Background: an optimization exercise with open tools, aiming at small area, a short achievable clock period and few clock cycles. Do not read the settings as production practice. In this exercise RTL edits were held to simulation tests only and were not proved equivalent to the original. Power and IR drop assume default switching activity.

main:
==> flow/design.v (excerpt) <==
module lcs_diff #(
    parameter N  = 16,
    parameter TW = 8
) (
    input  wire              clk,
    input  wire              rst,
    input  wire              cmd_valid,
    output wire              cmd_ready,
    input  wire [4:0]        a_len,
    input  wire [4:0]        b_len,
    input  wire [N*TW-1:0]   a_toks,
    input  wire [N*TW-1:0]   b_toks,
    output wire              out_valid,
    input  wire              out_ready,
    output wire [1:0]        out_op,
    output wire [3:0]        out_idx,
    output wire [4:0]        out_len
);
export LEC_CHECK = 0
export ABC_AREA = 1
export CAP_MARGIN = 30
export CORE_MARGIN = 2
export CORE_UTILIZATION = 40
export SLEW_MARGIN = 40
create_clock -name core_clock -period 11.0 [get_ports {clk}]
standard.sh (not shown) runs the stock make flow with config.mk's settings and CLKGATE_MAP_FILE= SYNTH_SCRIPT=/design/flow/synth_recipe.tcl, a recipe that flattens the netlist after the stock synthesis.
==> flow/flow/run.sh <==
#!/bin/bash
set -euo pipefail
bash standard.sh SETUP_SLACK_MARGIN=7.4 'BUFFER_PORTS_ARGS=-buffer_cell sky130_fd_sc_hd__buf_1' finish > make_finish.log 2>&1
Testbench counts of main, summed over its fixed seeds: cycles 7,338.
[inputs] the feature branch vs main
==> flow/flow/run.sh <==
#!/bin/bash
set -euo pipefail
bash standard.sh SETUP_SLACK_MARGIN=7.8 'BUFFER_PORTS_ARGS=-buffer_cell sky130_fd_sc_hd__buf_1' finish > make_finish.log 2>&1
Notes after the runs:
- Final wirelength in the feature branch is about 11% above main.
- In terms of maximum clock frequency, main and the feature branch differ only marginally.
- Higher non-clock buffer count among the feature branch and main: the feature branch
- Comparing the feature branch and main, the lower sequential fraction of total cell area was measured on the feature branch.
- The feature branch gives more number of nets in the layout than main did.
- Taking main as the reference, in the feature branch combinational group share of total power increased by 7.1 points relative to the old numbers; internal power consumption increased by 6.6% relative to the old numbers.

========
Another version of the RTL of lcs_diff (not shown whole).
For scale: ~3700 cells after synthesis, roughly 0.032 sq mm of cells after synthesis.
export LEC_CHECK = 0
export CAP_MARGIN = 30
export CORE_MARGIN = 2
export CORE_UTILIZATION = 40
export SLEW_MARGIN = 40
create_clock -name core_clock -period 11.0 [get_ports {clk}]
==> flow/flow/run.sh <==
#!/bin/bash
set -euo pipefail
bash standard.sh SETUP_SLACK_MARGIN=7.5 'BUFFER_PORTS_ARGS=-buffer_cell sky130_fd_sc_hd__buf_1' finish > make_finish.log 2>&1
The first run finished clean.
Testbench counts at the start, summed over its fixed seeds: cycles 7,513.
Rerun with:
==> flow/flow/run.sh (replaced) <==
#!/bin/bash
set -euo pipefail
bash standard.sh SETUP_SLACK_MARGIN=7 'BUFFER_PORTS_ARGS=-buffer_cell sky130_fd_sc_hd__buf_1' finish > make_finish.log 2>&1
Effect: The changed run passed the timing, DRC and antenna checks. Utilization is lower by 3.5 points. Power fell by 9.3%. Die area is unchanged. Via count drops by 4.0%. Combinational power falls by 23%.

========
PW:
Another version of the RTL of lcs_diff (not shown whole).
Size: about 3,800 cells after synthesis, ~280 I/O pins, ~0.032 sq mm of cells after synthesis.
clock: 11.0 ns
lec_check: 0
cap_margin: 30
core_margin: 2
core_utilization: 40
slew_margin: 40
run.sh (not shown) runs the stock make flow with config.mk's settings and CLKGATE_MAP_FILE= SYNTH_SCRIPT=/design/flow/synth_recipe.tcl, a recipe that flattens the netlist after the stock synthesis.
Stock flow here: none of the scripts above is used.
PW | status: complete | timing, DRC, antenna: pass
Testbench counts of PW, summed over its fixed seeds: cycles 7,513.
#### Input delta (TR over PW)
- SETUP_SLACK_MARGIN: unset -> 5
- ABC_CLOCK_PERIOD_IN_PS: unset -> 3000
==> comparison <==
- Changes observed in TR relative to PW: via count about even; final worst-path setup slack rose 1.23 ns; final wirelength rose 0.78%.

========
Another version of the RTL of lcs_diff (not shown whole).
Size: about 3600 cells after synthesis, ~530 flip-flops, about 280 I/O pins, roughly 0.030 sq mm of cells after synthesis.
clock: 11.0 ns
lec_check: 0
cap_margin: 30
core_margin: 2
core_utilization: 40
setup_slack_margin: 5
slew_margin: 40
Testbench counts at the start, summed over its fixed seeds: cycles 7,513.
Next try:
==> flow/flow/run.sh (new file) <==
#!/bin/bash
set -euo pipefail
bash standard.sh SETUP_SLACK_MARGIN=7 finish > make_finish.log 2>&1
==> flow/standard.sh (new file) <==
#!/bin/bash
# synth_recipe.tcl (not shown) runs the flow's synth.tcl, then flattens the netlist and writes it again
# the make line also repeats each setting of config.mk as NAME=value (left out here)
make -C /OpenROAD-flow-scripts/flow DESIGN_CONFIG=/design/flow/config.mk WORK_HOME=/design/flow/orfs CLKGATE_MAP_FILE= SYNTH_SCRIPT=/design/flow/synth_recipe.tcl "${@:-finish}"
removed: flow/run.sh
=> Critical path depth went up by 4; global-route usage goes up by 1.7 points; core utilization goes up by 4.2 points; wire length went up by a little under a tenth; design area is higher by a little under a tenth; total power grows by roughly a tenth; setup slack is better by 1.4 ns; fmax rose by a quarter to a third; clock-buffer cell count is unchanged.

========
## v27
Another version of the RTL of lcs_diff (not shown whole).
Size: ~500 flip-flops, ~0.031 sq mm of cells after synthesis.
export LEC_CHECK = 0
export CAP_MARGIN = 30
export CORE_MARGIN = 2
export CORE_UTILIZATION = 40
export SLEW_MARGIN = 40
create_clock -name core_clock -period 11.0 [get_ports {clk}]
standard.sh (not shown) runs the stock make flow with config.mk's settings and CLKGATE_MAP_FILE= SYNTH_SCRIPT=/design/flow/synth_recipe.tcl, a recipe that flattens the netlist after the stock synthesis.
==> flow/flow/run.sh <==
#!/bin/bash
set -euo pipefail
bash standard.sh SETUP_SLACK_MARGIN=6.5 'BUFFER_PORTS_ARGS=-buffer_cell sky130_fd_sc_hd__buf_1' finish > make_finish.log 2>&1
v27 ended with every stage complete and zero timing, DRC or antenna violations.
Testbench counts of v27, summed over its fixed seeds: cycles 7,338.
The following lists how v28 was set up differently from v27:
Settings: CTS_BUF_LIST now sky130_fd_sc_hd__clkbuf_4 sky130_fd_sc_hd__clkbuf_8, previously not set.
==> flow/flow/run.sh <==
#!/bin/bash
set -euo pipefail
bash standard.sh SETUP_SLACK_MARGIN=7 'BUFFER_PORTS_ARGS=-buffer_cell sky130_fd_sc_hd__buf_1' finish > make_finish.log 2>&1
### Flow results
- Delta (v28 minus v27): clock group share of total power went down, die extent in x did not really move, overall power consumption went up.
- Of v27 and v28, v27 shows the higher share of power burned in registers, with v28 below it.
- Every stage of the flow completed for v28, and the final layout passed the timing, DRC and antenna checks.
- In v28, the met3 global-route usage came out 0.87 points above the value in v27.
The inputs of v42 differ from those of v28 as listed below.
Settings: CTS_BUF_LIST no longer set, was sky130_fd_sc_hd__clkbuf_4 sky130_fd_sc_hd__clkbuf_8; ABC_AREA now 1, previously not set.
==> flow/flow/run.sh <==
#!/bin/bash
set -euo pipefail
bash standard.sh SETUP_SLACK_MARGIN=7.8 'BUFFER_PORTS_ARGS=-buffer_cell sky130_fd_sc_hd__buf_1' finish > make_finish.log 2>&1
Results
- Taking v42 as 1.0, v28 lands at 0.830 on post-route total power.
- Die outline width: v42 higher than v28
- v42 reports a higher die area than v28 does.
- Smallest hold slack: v28 vs v42 — no meaningful difference
[inputs] v9 vs v42
Settings: ABC_AREA removed (was 1); CORE_UTILIZATION changed from 40 to 55.
==> flow/flow/run.sh <==
#!/bin/bash
set -euo pipefail
bash standard.sh SETUP_SLACK_MARGIN=7 'BUFFER_PORTS_ARGS=-buffer_cell sky130_fd_sc_hd__buf_1' finish > make_finish.log 2>&1
## What came out
- v42 → v9: clock network power consumption went down; final worst-path cycle share went up; met3 track demand over resource in global routing went up.

========
lcs_diff again, from the RTL that the note above started with.
// lcs_diff
module lcs_diff #(
    parameter N  = 16,
    parameter TW = 8
) (
    input  wire              clk,
    input  wire              rst,
    input  wire              cmd_valid,
    output wire              cmd_ready,
    input  wire [4:0]        a_len,
    input  wire [4:0]        b_len,
    input  wire [N*TW-1:0]   a_toks,
    input  wire [N*TW-1:0]   b_toks,
    output wire              out_valid,
    input  wire              out_ready,
    output wire [1:0]        out_op,
    output wire [3:0]        out_idx,
    output wire [4:0]        out_len
);
    localparam OP_REM  = 2'd0;
    localparam OP_ADD  = 2'd1;
    localparam OP_KEEP = 2'd2;
    localparam OP_END  = 2'd3;
    localparam E_IDLE = 3'd0;
    localparam E_DP   = 3'd2;
    localparam E_TB   = 3'd3;
    localparam E_EMB  = 3'd4;
    localparam E_DONE = 3'd5;
    localparam E_POST = 3'd6;    
    localparam P_UP1  = 2'd0;
    localparam P_DOWN = 2'd1;
    localparam P_UP2  = 2'd2;
    integer q;
  ...
==> flow/config.mk <==
export PLATFORM = sky130hd
export DESIGN_NAME = lcs_diff
export DESIGN_NICKNAME = lcs_diff
export VERILOG_FILES = /design/flow/design.v
export SDC_FILE = /design/flow/constraint.sdc
export NUM_CORES = 4
export LEC_CHECK = 0
export ABC_AREA = 1
export CAP_MARGIN = 30
export CORE_MARGIN = 2
export CORE_UTILIZATION = 40
export SLEW_MARGIN = 40
==> flow/constraint.sdc <==
create_clock -name core_clock -period 11.0 [get_ports {clk}]
set_input_delay 2.2000 -clock core_clock [delete_from_list [all_inputs] [get_ports {clk}]]
set_output_delay 2.2000 -clock core_clock [all_outputs]
set_load 0.01 [all_outputs]
==> flow/flow/run.sh <==
#!/bin/bash
set -euo pipefail
bash standard.sh SETUP_SLACK_MARGIN=7 'BUFFER_PORTS_ARGS=-buffer_cell sky130_fd_sc_hd__buf_1' finish > make_finish.log 2>&1
The starting point passed the timing, DRC and antenna checks.
Testbench counts at the start, summed over its fixed seeds: cycles 7,338.
Then changed:
--- a/flow/config.mk
+++ b/flow/config.mk
@@ -7,3 +7,2 @@
 export LEC_CHECK = 0
-export ABC_AREA = 1
 export CAP_MARGIN = 30
What happened:
- wire length is higher by 3.4%
- sequential share of layout area is lower by 0.88 points
- non-clock buffer count is higher by 121
Then changed:
==> flow/flow/run.sh (replaced) <==
#!/bin/bash
set -euo pipefail
bash standard.sh SETUP_SLACK_MARGIN=7.4 'BUFFER_PORTS_ARGS=-buffer_cell sky130_fd_sc_hd__buf_1' finish > make_finish.log 2>&1
--- a/flow/config.mk
+++ b/flow/config.mk
@@ -7,2 +7,3 @@
 export LEC_CHECK = 0
+export ABC_AREA = 1
 export CAP_MARGIN = 30
Clock-buffer cell count drops by 1. Hold slack improved by 0.018 ns. Total power climbs by about 11%. Critical path depth goes down by 12. Clock skew goes up by 0.017 ns. Global-route usage went down by 0.19 points. Cell count climbs by 17%.

[re-timing with driven ports]
How much do the figures lean on ideal ports? The routed layouts below were timed once more, with nothing changed but the port constraints. Step 1 sets driving cells, clkbuf_16 on the clock port and buf_2 on the other inputs (assumed; they add their load-dependent delay and slew). Step 2 times the ports against the registers' clock, not the clock port: input delays grow and output delays shrink by t, the midpoint of the rising clock arrivals with the driver on. a / b / c = ideal ports / drivers / drivers and shift; a / b = the first two.
run	shift t [ns]	setup slack, ns	worst setup path after step 2	slew at the worst register clock pin (ns)	cell pins on the clock port's net
main	0.666	7.461 / 7.447 / 6.826	input to register	0.07 / 0.07	1
the feature branch	0.673	7.471 / 7.410 / 7.054	input to register	0.07 / 0.07	1
the first run of note 2	0.704	7.124 / 7.124 / 7.121	input to register	0.07 / 0.07	1
the second run of note 2	0.696	6.911 / 6.911 / 6.898	input to register	0.07 / 0.07	1
PW	0.659	3.994 / 3.994 / 3.994	register to register	0.07 / 0.07	1
TR	0.661	5.220 / 5.220 / 5.220	register to register	0.07 / 0.07	1
the first run of note 4	0.678	5.293 / 5.293 / 5.293	register to register	0.07 / 0.07	1
the second run of note 4	0.692	6.644 / 6.644 / 6.193	input to register	0.08 / 0.08	1
v27	0.676	6.690 / 6.690 / 6.466	input to register	0.07 / 0.07	1
v28	0.747	6.988 / 6.988 / 6.460	input to register	0.07 / 0.07	1
v42	0.695	7.196 / 7.127 / 7.122	input to register	0.07 / 0.07	1
v9	0.682	6.996 / 6.996 / 6.383	input to register	0.07 / 0.07	1
the first run of note 6	0.683	7.096 / 7.107 / 6.425	input to register	0.07 / 0.07	1
the second run of note 6	0.674	6.963 / 6.963 / 6.499	input to register	0.07 / 0.07	1
the third run of note 6	0.692	7.198 / 7.130 / 6.942	input to register	0.07 / 0.07	1
After both steps every run listed still meets setup and hold. The setup slack of the first run of note 6, which loses most, moves by +0.011 ns with the drivers and by -0.671 ns with both steps.
